This is an optimization exercise on Yosys and OpenROAD, whose aim is small area, not a production implementation.
In this exercise RTL edits were held to simulation tests only and were not proved equivalent to the original.
Power and IR drop assume default switching activity.

==> job 9487 <==
==> flow/design.v (excerpt) <==
module scfd #(
    parameter MAX_FRAME = 128,
    parameter T_SETTLE  = 16
) (
    input  wire       clk,
    input  wire       rst,
    input  wire       rx_valid,
    input  wire [7:0] rx_data,
    output wire       tx_valid,
    output wire [7:0] tx_data,
    input  wire       tx_ready,
    output wire       bus_cs,
    output wire       bus_valid,
    output wire       bus_we,
    output wire [7:0] bus_wdata,
    input  wire       bus_ready,
    input  wire [7:0] bus_rdata,
    input  wire       bus_fail
);
Settings: LEC_CHECK=0, ABC_AREA=1, CAP_MARGIN=20, CORE_MARGIN=2, CORE_UTILIZATION=75, CTS_BUF_LIST=sky130_fd_sc_hd__clkbuf_8, CTS_CLUSTER_DIAMETER=50, CTS_CLUSTER_SIZE=18, PLACE_DENSITY=0.85, SLEW_MARGIN=20; clock period 10.0 ns.
standard.sh (not shown) runs the stock make flow with config.mk's settings and CLKGATE_MAP_FILE= SYNTH_SCRIPT=/design/flow/synth_recipe.tcl, a recipe that flattens the netlist after the stock synthesis.
==> flow/flow/run.sh <==
#!/bin/bash
# The standard layout (bash standard.sh, the standard flow's own ORFS flow), with two
# changes:
#  - the port buffers are the smallest buffer (sky130_fd_sc_hd__buf_1)
#    instead of the one buffer_ports picks by default;
#  - clock tree synthesis adds no dummy loads. Its other arguments are the
#    ones cts.tcl builds from config.mk (clkbuf_8, clusters of up to 18
#    sinks within 50 um).
# The whole output of the standard flow goes to standard_flow.log here; ORFS
# keeps each step's log under orfs/logs/.
set -euo pipefail
export BUFFER_PORTS_ARGS="-buffer_cell sky130_fd_sc_hd__buf_1"
export CTS_ARGS="-sink_clustering_enable -repair_clock_nets -sink_clustering_size 18 -sink_clustering_max_diameter 50 -buf_list sky130_fd_sc_hd__clkbuf_8 -dont_use_dummy_load"
bash standard.sh > standard_flow.log 2>&1
==> inputs of job 6801, as changes to job 9487 <==
--- a/flow/design.v
+++ b/flow/design.v
@@ -37,13 +37,13 @@
     localparam [3:0] S_T0    = 4'd8;    
     localparam [3:0] S_T1    = 4'd9;    
     localparam [3:0] S_T2    = 4'd10;   
     localparam [3:0] S_T3    = 4'd11;   
     localparam [3:0] S_T4    = 4'd12;   
     localparam [3:0] S_TF    = 4'd13;   
-    localparam [3:0] S_GAP   = 4'd14;   
+    localparam [3:0] S_REW   = 4'd14;   
     localparam [3:0] S_RW    = 4'd15;   
     localparam [1:0] K_NACK = 2'd0;
     localparam [1:0] K_WR   = 2'd1;
     localparam [1:0] K_RD   = 2'd2;
     localparam [1:0] K_VF   = 2'd3;
     function [6:0] inc;    
@@ -220,25 +220,22 @@
     wire [7:0] xb = (st == S_RW) ? h : bus_rdata;            
     wire xr      = xd && (kind == K_RD);                     
     wire last_x  = (tmr + 7'd1 == cnt);                      
     wire done_x  = (tmr == cnt);                             
     wire pf_need = (cnt != 7'd0) && !ones && !bad && !pf;    
     wire t2_next = (st == S_T2) && tx_ready && !err_pay && (cnt != 7'd1) && rd_at;
-    wire d_stall = ((st == S_FETCH || st == S_TF) && rd_at) ||
-                   xd || t2_next ||
-                   ((st == S_SET) && pf_need && rd_at);
     wire        hand_n = hand_off && (sv_w == {NS{1'b0}});    
     assign      x_start = hand_n || flush_end;
     wire        xfer   = (st == S_WAIT) && (sf == {NS{1'b0}});   
-    wire [6:0]  ad_a   = (hand_n || flush_end) ? pc_n : dp;
-    wire [6:0]  ad_b   = hand_off ? d_cnt : cnt;
-    wire [7:0]  dp_sum = {1'b0, ad_a} + {1'b0, ad_b};
-    wire [6:0]  dp_add = (dp_sum >= L) ? dp_sum - L : dp_sum[6:0];
+    wire d_stall = ((st == S_FETCH || st == S_TF) && rd_at) ||
+                   xd || t2_next ||
+                   ((st == S_SET) && pf_need && rd_at) ||
+                   (xfer && tmr >= cnt) || (st == S_REW);
     always @(posedge clk) begin
-        if (hand_n || flush_end || (xr && (st == S_RW ? done_x : last_x)))
-            dp <= dp_add;
+        if (x_start)
+            dp <= pc_n;
         else if (!d_stall)
             dp <= inc(dp);
     end
     genvar gp;
     generate
         for (gp = 0; gp < L; gp = gp + 1) begin : g_ring
@@ -286,19 +283,19 @@
                 S_B3: if (x3) begin
                     if (kind == K_WR)
                         st <= S_SET;
                     else if (!at_x)
                         st <= S_RW;
                     else if (last_x)
-                        st <= S_GAP;
+                        st <= S_REW;
                 end
-                S_RW: if (at_x) st <= done_x ? S_T0 : S_B3;
+                S_RW: if (at_x) st <= done_x ? S_REW : S_B3;
                 S_SET: if (tmr == T_SETTLE - 1)
                     st <= (cnt == 7'd0 || bad) ? S_T0 :
                           (ones || pf || rd_at) ? S_B0 : S_FETCH;
-                S_GAP: st <= S_T0;
+                S_REW: if (tmr == LAST) st <= S_T0;
                 S_T0: if (tx_ready) st <= S_T1;
                 S_T1: if (tx_ready) st <= !has_pay ? S_T3 : err_pay ? S_T2 : S_TF;
                 S_TF: if (rd_at) st <= S_T2;
                 S_T2: if (tx_ready && !t2_next) st <= (err_pay || cnt == 7'd1) ? S_T3 : S_TF;
                 S_T3: if (tx_ready) st <= S_T4;
                 S_T4: if (tx_ready) st <= S_IDLE;
@@ -317,12 +314,13 @@
                 cnt  <= d_cnt;
                 bad  <= 1'b0;
                 mism <= 1'b0;
                 tmr  <= 7'd0;
             end
             S_WAIT:  if (xfer) tmr <= (tmr == LAST) ? 7'd0 : tmr + 7'd1;
+            S_REW:   tmr <= (tmr == LAST) ? 7'd0 : tmr + 7'd1;
             S_FETCH: if (rd_at) h <= tail;
             S_TF:    if (rd_at) h <= tail;
             S_B3: if (x3) begin
                 bad <= bus_fail;
                 pf  <= 1'b0;
                 h   <= bus_rdata;
==> flow/flow/run.sh (replaced) <==
#!/bin/bash
# The standard layout (bash standard.sh, the standard flow's own ORFS flow), with two
# changes:
#  - the port buffers are the smallest buffer (sky130_fd_sc_hd__buf_1)
#    instead of the one buffer_ports picks by default;
#  - clock tree synthesis adds no dummy loads. Its other arguments are the
#    ones cts.tcl builds from config.mk (clkbuf_8, clusters of up to 16
#    sinks within 50 um).
# The whole output of the standard flow goes to standard_flow.log here; ORFS
# keeps each step's log under orfs/logs/.
set -euo pipefail
export BUFFER_PORTS_ARGS="-buffer_cell sky130_fd_sc_hd__buf_1"
export CTS_ARGS="-sink_clustering_enable -repair_clock_nets -sink_clustering_size 16 -sink_clustering_max_diameter 50 -buf_list sky130_fd_sc_hd__clkbuf_8 -dont_use_dummy_load"
bash standard.sh > standard_flow.log 2>&1
ABC_AREA = 0   (was 1)
CTS_CLUSTER_SIZE = 16   (was 18)
==> inputs of job 6343, as changes to job 9487 <==
--- a/flow/design.v
+++ b/flow/design.v
@@ -22,13 +22,12 @@
     localparam [7:0] TAIL   = 8'h7F;
     localparam [6:0] CLAMP  = MAX_FRAME - 10;    
     localparam integer L    = 120;               
     localparam integer NP   = L / 8;             
     localparam integer NS   = 8;                 
     localparam [6:0] LAST   = L - 1;             
-    localparam [6:0] XPOS   = 7'd8;              
     localparam [3:0] S_IDLE  = 4'd0;
     localparam [3:0] S_WAIT  = 4'd1;    
     localparam [3:0] S_FETCH = 4'd2;    
     localparam [3:0] S_SET   = 4'd3;    
     localparam [3:0] S_B0    = 4'd4;    
     localparam [3:0] S_B1    = 4'd5;    
@@ -37,25 +36,26 @@
     localparam [3:0] S_T0    = 4'd8;    
     localparam [3:0] S_T1    = 4'd9;    
     localparam [3:0] S_T2    = 4'd10;   
     localparam [3:0] S_T3    = 4'd11;   
     localparam [3:0] S_T4    = 4'd12;   
     localparam [3:0] S_TF    = 4'd13;   
-    localparam [3:0] S_GAP   = 4'd14;   
+    localparam [3:0] S_CMP   = 4'd14;   
     localparam [3:0] S_RW    = 4'd15;   
     localparam [1:0] K_NACK = 2'd0;
     localparam [1:0] K_WR   = 2'd1;
     localparam [1:0] K_RD   = 2'd2;
     localparam [1:0] K_VF   = 2'd3;
     function [6:0] inc;    
         input [6:0] p;
         inc = (p == LAST) ? 7'd0 : p + 7'd1;
     endfunction
     reg        coll;        
     reg  [6:0] ac;          
     reg  [7:0] acc;         
+    reg        wsel;        
     reg        cv;          
     reg  [2:0] c3;          
     reg  [7:0] p0, p1, p3;
     reg        p2z;         
     reg  [3:0] st;
     wire [6:0] idx       = ac + 7'd1;                  
@@ -102,12 +102,18 @@
             if (idx == 7'd2) p0  <= rx_data;
             if (idx == 7'd3) p1  <= rx_data;
             if (idx == 7'd4) p2z <= (rx_data == 8'd0);
             if (idx == 7'd5) p3  <= rx_data;
         end
     end
+    always @(posedge clk) begin
+        if (rst)
+            wsel <= 1'b0;
+        else if (hand_off)
+            wsel <= ~wsel;
+    end
     reg          pv;              
     reg  [7:0]   pr;
     reg  [8*NS-1:0] dl;           
     reg  [NS-1:0] sv, sf;
     reg  [6:0]   pc;              
     wire         s_in   = data_in && pv;
@@ -150,18 +156,15 @@
         end else begin
             sv <= {(abandon ? sf_w[NS-2:0] : sv_w[NS-2:0]), s_in};
             sf <= {(hand_off ? sv_w[NS-2:0] : sf_w[NS-2:0]), 1'b0};
         end
     end
     wire [6:0]   pc_n   = swr ? pc : inc(pc);
-    wire         x_start;         
     always @(posedge clk) begin
         if (rst)
             pc <= 7'd0;
-        else if (x_start)
-            pc <= XPOS;
         else
             pc <= pc_n;
     end
     wire [6:0]  plen    = ac - 7'd2;    
     wire        blk_ok  = (plen >= 7'd4) && p2z && !p3[7] && (p3[6:0] == plen - 7'd4);
     wire        pid_ok  = (p0[7:2] == 6'd0);
@@ -202,162 +205,136 @@
     reg  [6:0]  cnt;
     reg  [6:0]  tmr;
     reg         bad, mism;
     reg  [7:0]  csum;
     reg  [7:0]  h;
     reg  [6:0]  dp;           
-    reg  [8*L-1:0] rc, rd;
+    reg  [8*L-1:0] ra, rb;
     wire        rd_at = (dp[4:0] == 5'd31) || (dp == LAST);
     wire [6:0]  rpos  = (dp[6:5] == 2'd3) ? LAST : {dp[6:5], 5'd31};
-    wire [7:0]  tail  = rd[8*rpos +: 8];
-    wire wr_at   = (dp[4:0] == 5'd0);              
-    reg         pf;                                
+    wire [7:0]  tail  = wsel ? ra[8*rpos +: 8] : rb[8*rpos +: 8];
+    wire wr_at   = (dp[2:0] == 3'd0);              
+    wire hwr     = (st == S_RW) && wr_at;          
+    wire done_x  = (tmr == cnt);                   
     wire has_pay = bad || (kind == K_NACK) || (kind == K_RD && cnt != 7'd0);
     wire err_pay = bad || (kind == K_NACK);
-    wire at_x    = (kind == K_RD) ? wr_at : rd_at;
-    wire x3      = (st == S_B3) && bus_ready;                
-    wire xd      = (x3 && kind != K_WR && at_x) ||           
-                   ((st == S_RW) && at_x);                   
-    wire [7:0] xb = (st == S_RW) ? h : bus_rdata;            
-    wire xr      = xd && (kind == K_RD);                     
-    wire last_x  = (tmr + 7'd1 == cnt);                      
-    wire done_x  = (tmr == cnt);                             
-    wire pf_need = (cnt != 7'd0) && !ones && !bad && !pf;    
-    wire t2_next = (st == S_T2) && tx_ready && !err_pay && (cnt != 7'd1) && rd_at;
-    wire d_stall = ((st == S_FETCH || st == S_TF) && rd_at) ||
-                   xd || t2_next ||
-                   ((st == S_SET) && pf_need && rd_at);
+    wire d_stall = ((st == S_FETCH || st == S_TF || st == S_CMP) && rd_at) || hwr;
     wire        hand_n = hand_off && (sv_w == {NS{1'b0}});    
-    assign      x_start = hand_n || flush_end;
-    wire        xfer   = (st == S_WAIT) && (sf == {NS{1'b0}});   
     wire [6:0]  ad_a   = (hand_n || flush_end) ? pc_n : dp;
     wire [6:0]  ad_b   = hand_off ? d_cnt : cnt;
     wire [7:0]  dp_sum = {1'b0, ad_a} + {1'b0, ad_b};
     wire [6:0]  dp_add = (dp_sum >= L) ? dp_sum - L : dp_sum[6:0];
     always @(posedge clk) begin
-        if (hand_n || flush_end || (xr && (st == S_RW ? done_x : last_x)))
+        if (hand_n || flush_end || (hwr && done_x))
             dp <= dp_add;
         else if (!d_stall)
             dp <= inc(dp);
     end
+    wire        a_s  = swr && (s_disp == wsel);      
+    wire        b_s  = swr && (s_disp != wsel);
+    wire        a_h  = hwr && wsel;                  
+    wire        b_h  = hwr && !wsel;
+    wire [3:0]  a_pt = a_h ? dp[6:3] : pc[6:3];
+    wire [3:0]  b_pt = b_h ? dp[6:3] : pc[6:3];
+    wire [7:0]  a_d  = a_h ? h : s_out;
+    wire [7:0]  b_d  = b_h ? h : s_out;
     genvar gp;
     generate
         for (gp = 0; gp < L; gp = gp + 1) begin : g_ring
-            if (gp % 8 == 1 && gp / 8 == NP - 1) begin : g_cport
-                always @(posedge clk)
-                    rc[8*gp +: 8] <= (swr && pc[6:3] == gp / 8) ? s_out : rc[8*(gp-1) +: 8];
-            end else if (gp % 8 == 1) begin : g_ciport
-                wire [7:0] cd = ((gp / 8) % 2) ? ~s_out : s_out;
-                always @(posedge clk)
-                    rc[8*gp +: 8] <= ~((swr && pc[6:3] == gp / 8) ? cd : rc[8*(gp-1) +: 8]);
-            end else begin : g_cplain
-                always @(posedge clk)
-                    rc[8*gp +: 8] <= rc[8*((gp+L-1)%L) +: 8];
-            end
-            if (gp % 32 == 1) begin : g_dport
-                always @(posedge clk)
-                    rd[8*gp +: 8] <= (xr && dp[6:5] == gp / 32) ? xb : rd[8*(gp-1) +: 8];
-            end else if (gp == XPOS + 1) begin : g_dcopy
-                always @(posedge clk)
-                    rd[8*gp +: 8] <= xfer ? ~rc[8*XPOS +: 8] : rd[8*(gp-1) +: 8];
-            end else begin : g_dplain
-                always @(posedge clk)
-                    rd[8*gp +: 8] <= rd[8*((gp+L-1)%L) +: 8];
+            if (gp % 8 == 1 && gp / 8 == NP - 1) begin : g_port
+                always @(posedge clk) begin
+                    ra[8*gp +: 8] <= ((a_s || a_h) && a_pt == gp / 8) ? a_d : ra[8*(gp-1) +: 8];
+                    rb[8*gp +: 8] <= ((b_s || b_h) && b_pt == gp / 8) ? b_d : rb[8*(gp-1) +: 8];
+                end
+            end else if (gp % 8 == 1) begin : g_iport
+                wire [7:0] ad = ((gp / 8) % 2) ? ~a_d : a_d;
+                wire [7:0] bd = ((gp / 8) % 2) ? ~b_d : b_d;
+                always @(posedge clk) begin
+                    ra[8*gp +: 8] <= ~(((a_s || a_h) && a_pt == gp / 8) ? ad : ra[8*(gp-1) +: 8]);
+                    rb[8*gp +: 8] <= ~(((b_s || b_h) && b_pt == gp / 8) ? bd : rb[8*(gp-1) +: 8]);
+                end
+            end else begin : g_plain
+                always @(posedge clk) begin
+                    ra[8*gp +: 8] <= ra[8*((gp+L-1)%L) +: 8];
+                    rb[8*gp +: 8] <= rb[8*((gp+L-1)%L) +: 8];
+                end
             end
         end
     endgenerate
     always @(posedge clk) begin
         if (rst) begin
             st <= S_IDLE;
         end else begin
             case (st)
                 S_IDLE: if (hand_off) st <= S_WAIT;
-                S_WAIT: if (xfer && tmr == LAST) begin
+                S_WAIT: if (sf == {NS{1'b0}}) begin
                     if (cnt == 7'd0)
                         st <= S_T0;
                     else if (kind == K_WR && !ones)
                         st <= S_FETCH;
                     else
                         st <= S_B0;
                 end
                 S_FETCH: if (rd_at) st <= S_B0;
                 S_B0: if (bus_ready) st <= S_B1;
                 S_B1: if (bus_ready) st <= S_B2;
                 S_B2: if (bus_ready) st <= S_B3;
-                S_B3: if (x3) begin
-                    if (kind == K_WR)
-                        st <= S_SET;
-                    else if (!at_x)
-                        st <= S_RW;
-                    else if (last_x)
-                        st <= S_GAP;
+                S_B3: if (bus_ready) begin
+                    case (kind)
+                        K_WR:    st <= S_SET;
+                        K_RD:    st <= S_RW;
+                        default: st <= S_CMP;
+                    endcase
                 end
-                S_RW: if (at_x) st <= done_x ? S_T0 : S_B3;
                 S_SET: if (tmr == T_SETTLE - 1)
-                    st <= (cnt == 7'd0 || bad) ? S_T0 :
-                          (ones || pf || rd_at) ? S_B0 : S_FETCH;
-                S_GAP: st <= S_T0;
+                    st <= (cnt == 7'd0 || bad) ? S_T0 : ones ? S_B0 : S_FETCH;
+                S_CMP: if (rd_at) st <= done_x ? S_T0 : S_B3;
+                S_RW:  if (wr_at) st <= done_x ? S_T0 : S_B3;
                 S_T0: if (tx_ready) st <= S_T1;
                 S_T1: if (tx_ready) st <= !has_pay ? S_T3 : err_pay ? S_T2 : S_TF;
                 S_TF: if (rd_at) st <= S_T2;
-                S_T2: if (tx_ready && !t2_next) st <= (err_pay || cnt == 7'd1) ? S_T3 : S_TF;
+                S_T2: if (tx_ready) st <= (err_pay || cnt == 7'd1) ? S_T3 : S_TF;
                 S_T3: if (tx_ready) st <= S_T4;
                 S_T4: if (tx_ready) st <= S_IDLE;
                 default: st <= S_IDLE;
             endcase
         end
     end
     always @(posedge clk) begin
         case (st)
             S_IDLE: if (hand_off) begin
-                pf   <= 1'b0;
                 kind <= d_kind;
                 ones <= d_ones;
                 rd1  <= d_rd1;
                 addr <= d_addr;
                 cnt  <= d_cnt;
                 bad  <= 1'b0;
                 mism <= 1'b0;
                 tmr  <= 7'd0;
             end
-            S_WAIT:  if (xfer) tmr <= (tmr == LAST) ? 7'd0 : tmr + 7'd1;
             S_FETCH: if (rd_at) h <= tail;
             S_TF:    if (rd_at) h <= tail;
-            S_B3: if (x3) begin
+            S_B3: if (bus_ready) begin
                 bad <= bus_fail;
-                pf  <= 1'b0;
                 h   <= bus_rdata;
                 if (kind == K_WR) begin
                     cnt  <= cnt - 7'd1;
                     addr <= addr + 16'd1;
                     tmr  <= 7'd0;
                 end else begin
                     tmr  <= tmr + 7'd1;
                 end
             end
-            default: ;
-        endcase
-        if (xd && kind == K_VF && xb != tail)
-            mism <= 1'b1;
-        case (st)
-            S_SET: begin
-                tmr <= tmr + 7'd1;
-                if (pf_need && rd_at) begin
-                    h  <= tail;
-                    pf <= 1'b1;
-                end
-            end
-            S_T2:  if (tx_ready) begin
-                cnt <= cnt - 7'd1;
-                if (t2_next) h <= tail;
-            end
+            S_CMP: if (rd_at && h != tail) mism <= 1'b1;
+            S_SET: tmr <= tmr + 7'd1;
+            S_T2:  if (tx_ready) cnt <= cnt - 7'd1;
             default: ;
         endcase
     end
     assign bus_valid = (st[3:2] == 2'b01);
-    assign bus_cs    = bus_valid || ((st == S_RW) && !done_x);
+    assign bus_cs    = bus_valid || ((st == S_CMP || st == S_RW) && !done_x);
     assign bus_we    = (st != S_B3) || (kind == K_WR);
     assign bus_wdata = (st == S_B0) ? {6'd0, 1'b1, kind != K_WR} :
                        (st == S_B1) ? addr[15:8] :
                        (st == S_B2) ? addr[7:0] :
                        ones ? 8'hFF : h;
     reg [7:0] code_byte;
==> inputs of job 868, as changes to job 9487 <==
==> flow/flow/run.sh (replaced) <==
#!/bin/bash
# The standard layout (bash standard.sh, the standard flow's own ORFS flow), with two
# changes:
#  - the port buffers are the smallest buffer (sky130_fd_sc_hd__buf_1)
#    instead of the one buffer_ports picks by default;
#  - clock tree synthesis adds no dummy loads. Its other arguments are the
#    ones cts.tcl builds from config.mk (clkbuf_8, clusters of up to 16
#    sinks within 50 um).
# The whole output of the standard flow goes to standard_flow.log here; ORFS
# keeps each step's log under orfs/logs/.
set -euo pipefail
export BUFFER_PORTS_ARGS="-buffer_cell sky130_fd_sc_hd__buf_1"
export CTS_ARGS="-sink_clustering_enable -repair_clock_nets -sink_clustering_size 16 -sink_clustering_max_diameter 50 -buf_list sky130_fd_sc_hd__clkbuf_8 -dont_use_dummy_load"
bash standard.sh > standard_flow.log 2>&1
==> impl_metrics.tcl <==
set metrics [dict create \
    grt_use_met2_pct 54.6 \
    die_y_um 266 \
    area_growth_pct 6.31 \
    yosysTopAreaCellShare_pct 79.2 \
    met1_usage_pct 39.4 \
    regToRegEndpoint "mism$_SDFFE_PP1P_" \
    multi_input_area_um2 7380 \
    synthAdderAreaFrac_pct 0.805 \
    status "finished clean" \
    pwr-share-comb_pct 1.4 \
    met2_length_um 54800 \
    multi_input_comb_cells 1150 \
    start_util_pct 76.1 \
    synth_compound_area_share_pct 5.39 \
    fin_util_pct 80.9 \
    startpoint "kind[0]$_SDFFCE_PN0P_" \
]
the above is filed under job 6801

==> impl_metrics.tcl <==
set metrics [dict create \
    pwr-share-comb_pct 0.4 \
    regToRegEndpoint "dp[3]$_DFFE_PP_" \
    grt_use_met2_pct 53.2 \
    synthAdderAreaFrac_pct 0.817 \
    area_growth_pct 5.89 \
    met2_length_um 55900 \
    startpoint "rx_valid" \
    drt_iter0_markers 2544 \
    status "finished clean" \
    start_util_pct 75.7 \
    die_y_um 270 \
    synth_compound_area_share_pct 4.61 \
    met1_usage_pct 40.2 \
]
the above is filed under job 6343

==> impl_metrics.tcl <==
set metrics [dict create \
    area_growth_pct 6.18 \
    multi_input_comb_cells 1332 \
    start_util_pct 75.8 \
    met2_length_um 49700 \
    startpoint "rx_valid" \
    synthAdderAreaFrac_pct 0.881 \
    fin_util_pct 80.4 \
    pwr-share-comb_pct 3.9 \
    die_y_um 267 \
    yosysTopAreaCellShare_pct 78.2 \
    grt_use_met2_pct 49.1 \
    synth_compound_area_share_pct 4.16 \
    status "finished clean" \
    final_nets 3952 \
    met1_usage_pct 35.6 \
]
the above is filed under job 9487

==> impl_metrics.tcl <==
set metrics [dict create \
    synthAdderAreaFrac_pct 0.881 \
    multi_input_area_um2 7390 \
    fin_util_pct 80.7 \
    met1_usage_pct 34.6 \
    yosysTopAreaCellShare_pct 78.2 \
    timing.final.crit_share_pct 56.2 \
    status "finished clean" \
    start_util_pct 75.8 \
    startpoint "rx_valid" \
    area_growth_pct 6.55 \
    final_cell_count_no_fill 4839 \
    grt_use_met2_pct 47.7 \
    multi_input_comb_cells 1332 \
    pwr-share-comb_pct 3.9 \
    place.gp.congestion 0.917 \
    die_y_um 267 \
    layout_commonest_cell "dfxtp_1" \
    core_um2 68600 \
]
the above is filed under job 868

[re-timing with driven ports]
No port has a modelled driver above. Below, the same layouts with a new extraction and two added sets of constraints.
Step 1: set_driving_cell puts a clkbuf_16 on clk and a buf_2 on each other input, an assumption about the parent block.
Step 2 times the ports against the registers' clock, not the clock port: input delays grow and output delays shrink by t, the midpoint of the rising clock arrivals with the driver on.
Three values: ideal, step 1, step 2; two values: the first two.
run	t, ns	setup WS [ns]	worst setup path after step 2
job 9487	0.826	4.391 / 4.431 / 3.606	input to register
job 6801	0.844	4.723 / 4.659 / 4.680	input to register
job 6343	0.833	3.995 / 4.039 / 3.206	input to register
job 868	0.828	4.383 / 4.418 / 3.591	input to register
After both steps setup and hold are still met in every run listed. The setup slack of job 868, which loses most, moves by +0.035 ns with the drivers and by -0.792 ns with both steps.
